This is an optimization exercise on Yosys and OpenROAD, whose aim is small area, a short achievable clock period and few clock cycles per item, not a production implementation.
The RTL was checked by simulation tests, not by an equivalence proof against the original design.

Setup of harbor:
Design oblv_ks, start of the top module:
module oblv_ks (
  input             clk,
  input             rst_n,
  input             cmd_valid,
  output            cmd_ready,
  input             cmd_op,        
  input      [15:0] cmd_len,
  input      [31:0] cmd_iv,
  input             din_valid,
  output            din_ready,
  input      [7:0]  din,
  output            dout_valid,
  input             dout_ready,
  output     [7:0]  dout,
  output     [31:0] iv_out
);
Settings: LEC_CHECK=0, CAP_MARGIN=20, CELL_PAD_IN_SITES_DETAIL_PLACEMENT=1, CELL_PAD_IN_SITES_GLOBAL_PLACEMENT=2, CORE_MARGIN=2, CORE_UTILIZATION=45, PLACE_DENSITY=0.55, SETUP_SLACK_MARGIN=2.5, SLEW_MARGIN=20; clock period 9.0 ns.
standard.sh (not shown) runs the stock make flow with config.mk's settings and CLKGATE_MAP_FILE= SYNTH_SCRIPT=/design/flow/synth_recipe.tcl, a recipe that flattens the netlist after the stock synthesis.
==> flow/flow/run.sh <==
#!/bin/bash
# The standard layout (standard.sh), with one change in synthesis: abc maps
# with flow/abc_nf.script. Registers and everything after synthesis are as
# in the standard flow.
set -euo pipefail
HERE=$(pwd)
cat flow/abc_wrap.tcl synth_recipe.tcl > my_synth.tcl
export MY_ABC_SCRIPT=$HERE/flow/abc_nf.script
sed "s#SYNTH_SCRIPT=[^ ]*#SYNTH_SCRIPT=$HERE/my_synth.tcl#" standard.sh > my_standard.sh
bash my_standard.sh "$@" > make_flow.log 2>&1
==> flow/flow/abc_nf.script <==
strash
dc2
dc2
strash
&get -n
&dch -f
&nf -R 1000
&put
buffer -c
topo
stime -c
upsize -c
dnsize -c
==> flow/flow/abc_wrap.tcl <==
# Put before synth_recipe.tcl: abc maps with flow/abc_nf.script (area-oriented
# &nf mapping) instead of the ORFS script; everything else is unchanged.
proc abc {args} {
  set i [lsearch -exact $args -script]
  if {$i >= 0} {
    set args [lreplace $args $i [expr {$i + 1}] -script $::env(MY_ABC_SCRIPT)]
  }
  yosys abc {*}$args
}
Per the final summary, harbor finished and its layout is clean on timing, DRC and antenna.
Testbench counts of harbor, summed over its fixed seeds: cycles 152,580, bytes 150,596.
#### Input delta (quartz over harbor)
- SETUP_SLACK_MARGIN changed from 2.5 to 3.0
- CORE_UTILIZATION changed from 45 to 60
- PLACE_DENSITY changed from 0.55 to 0.7
Findings:
In the summary table, quartz is marked failed, with error GPL-0301 raised in 3_1_place_gp_skip_io. Measured against each other, quartz and harbor differ in number of rows created at floorplan, the higher figure coming from harbor. Diff harbor..quartz | post-synthesis area per instance | negligible. Compared with harbor, in quartz synthesized-area fraction occupied by ao, oa, aoi and oai cells closely matched the old numbers; initial standard-cell utilization of the core shows an increase of 15 points; proportion of synthesized area in mux cells comparable; synthesized area held steady; chip height -13%. Diff harbor -> quartz | width of the chip | decrease of 13%.
For zinc, these inputs were changed with respect to quartz:
- swapping 60 for 25 in CORE_UTILIZATION
- swapping 0.7 for 0.32 in PLACE_DENSITY
- swapping 3.0 for 2.2 in SETUP_SLACK_MARGIN
==> flow/flow/abc_nf.script <==
strash
&get -n
&fraig -x
&put
scorr
dc2
strash
&get -n
&dch -f
&nf
&put
buffer -c
topo
stime -c
upsize -c
dnsize -c
Looking at the reports, zinc completed the entire flow and the layout it produced met the timing, DRC and antenna checks.
Xor/xnor share of the synthesized area (zinc over quartz): increase, 1.8 points
Changes observed in zinc relative to quartz: area after synthesis now larger; simple-gate share of the synthesized area now larger; height of the die now larger; row count now larger; net count after synthesis now larger.
In zinc the die span in x turned out 160 um higher than in quartz.
### zinc -> amber
- swapping 0.32 for 0.55 in PLACE_DENSITY
- swapping 2.2 for 3.5 in SETUP_SLACK_MARGIN
- swapping 25 for 45 in CORE_UTILIZATION
==> flow/flow/abc_nf.script <==
strash
dc2
dc2
strash
&get -n
&dch -f
&nf -R 1000
&put
buffer -c
topo
stime -c
upsize -c
dnsize -c
Findings:
In the flow results for zinc and amber, the non-clock buffering overhead in the final layout is larger on amber.
Diff zinc -> amber: cell area now sits lower, via count of the first global-routing pass now sits lower.
Die area for amber: 49% down relative to zinc
Worst setup slack delta for amber relative to zinc: 910 ps higher
Against zinc, detailed route wirelength on metal3 in amber rose by more than 100%.
Changes in lagoon relative to amber:
- CORE_UTILIZATION: 45 -> 25
- SETUP_SLACK_MARGIN: 3.5 -> unset
- PLACE_DENSITY: 0.55 -> 0.32
==> flow/flow/abc_nf.script <==
strash
&get -n
&fraig -x
&put
scorr
dc2
strash
&get -n
&dch -f
&nf
&put
buffer -c
topo
stime -c
upsize -c
dnsize -c
lagoon against amber: post-synthesis net count shows an increase of 0.94%.
The final layout from lagoon, which completed every stage, passed the timing, DRC and antenna checks at the end of the flow.
Detail-routed net length per standard cell: lagoon vs amber up 5.7%
Compared with amber, non-clock buffer count in lagoon decreased by more than a quarter.
amber leaves more setup margin than lagoon.
lagoon against amber: standard cell core area +91000 um^2; area taken by multi-input logic gates -about 1.1%.
lagoon vs. amber: global-route wire length before repair went up by about 24%.

==> re-timing with driven ports <==
Ports are ideal in the flow. The routed layouts listed here were re-timed in OpenROAD.
Step 1: set_driving_cell puts a clkbuf_16 on clk and a buf_2 on each other input, an assumption about the parent block.
Step 2 times the ports against the registers' clock, not the clock port: input delays grow and output delays shrink by t, the midpoint of the rising clock arrivals with the driver on.
a / b / c = ideal / step 1 / step 2; a / b = the first two.
run | t (ns) | slack for setup (ns) | worst setup path after step 2 | clock arrival spread, ns | slew at the worst register clock pin (ns)
harbor | 0.676 | 2.730 / 2.730 / 2.730 | register to register | 0.036 / 0.036 | 0.07 / 0.07
zinc | 0.768 | 2.425 / 2.425 / 2.425 | register to register | 0.035 / 0.035 | 0.07 / 0.07
amber | 0.700 | 3.340 / 3.340 / 3.340 | register to register | 0.050 / 0.050 | 0.07 / 0.07
lagoon | 0.764 | 1.656 / 1.656 / 1.656 | register to register | 0.054 / 0.053 | 0.08 / 0.08
After both steps setup and hold are still met in every run listed.
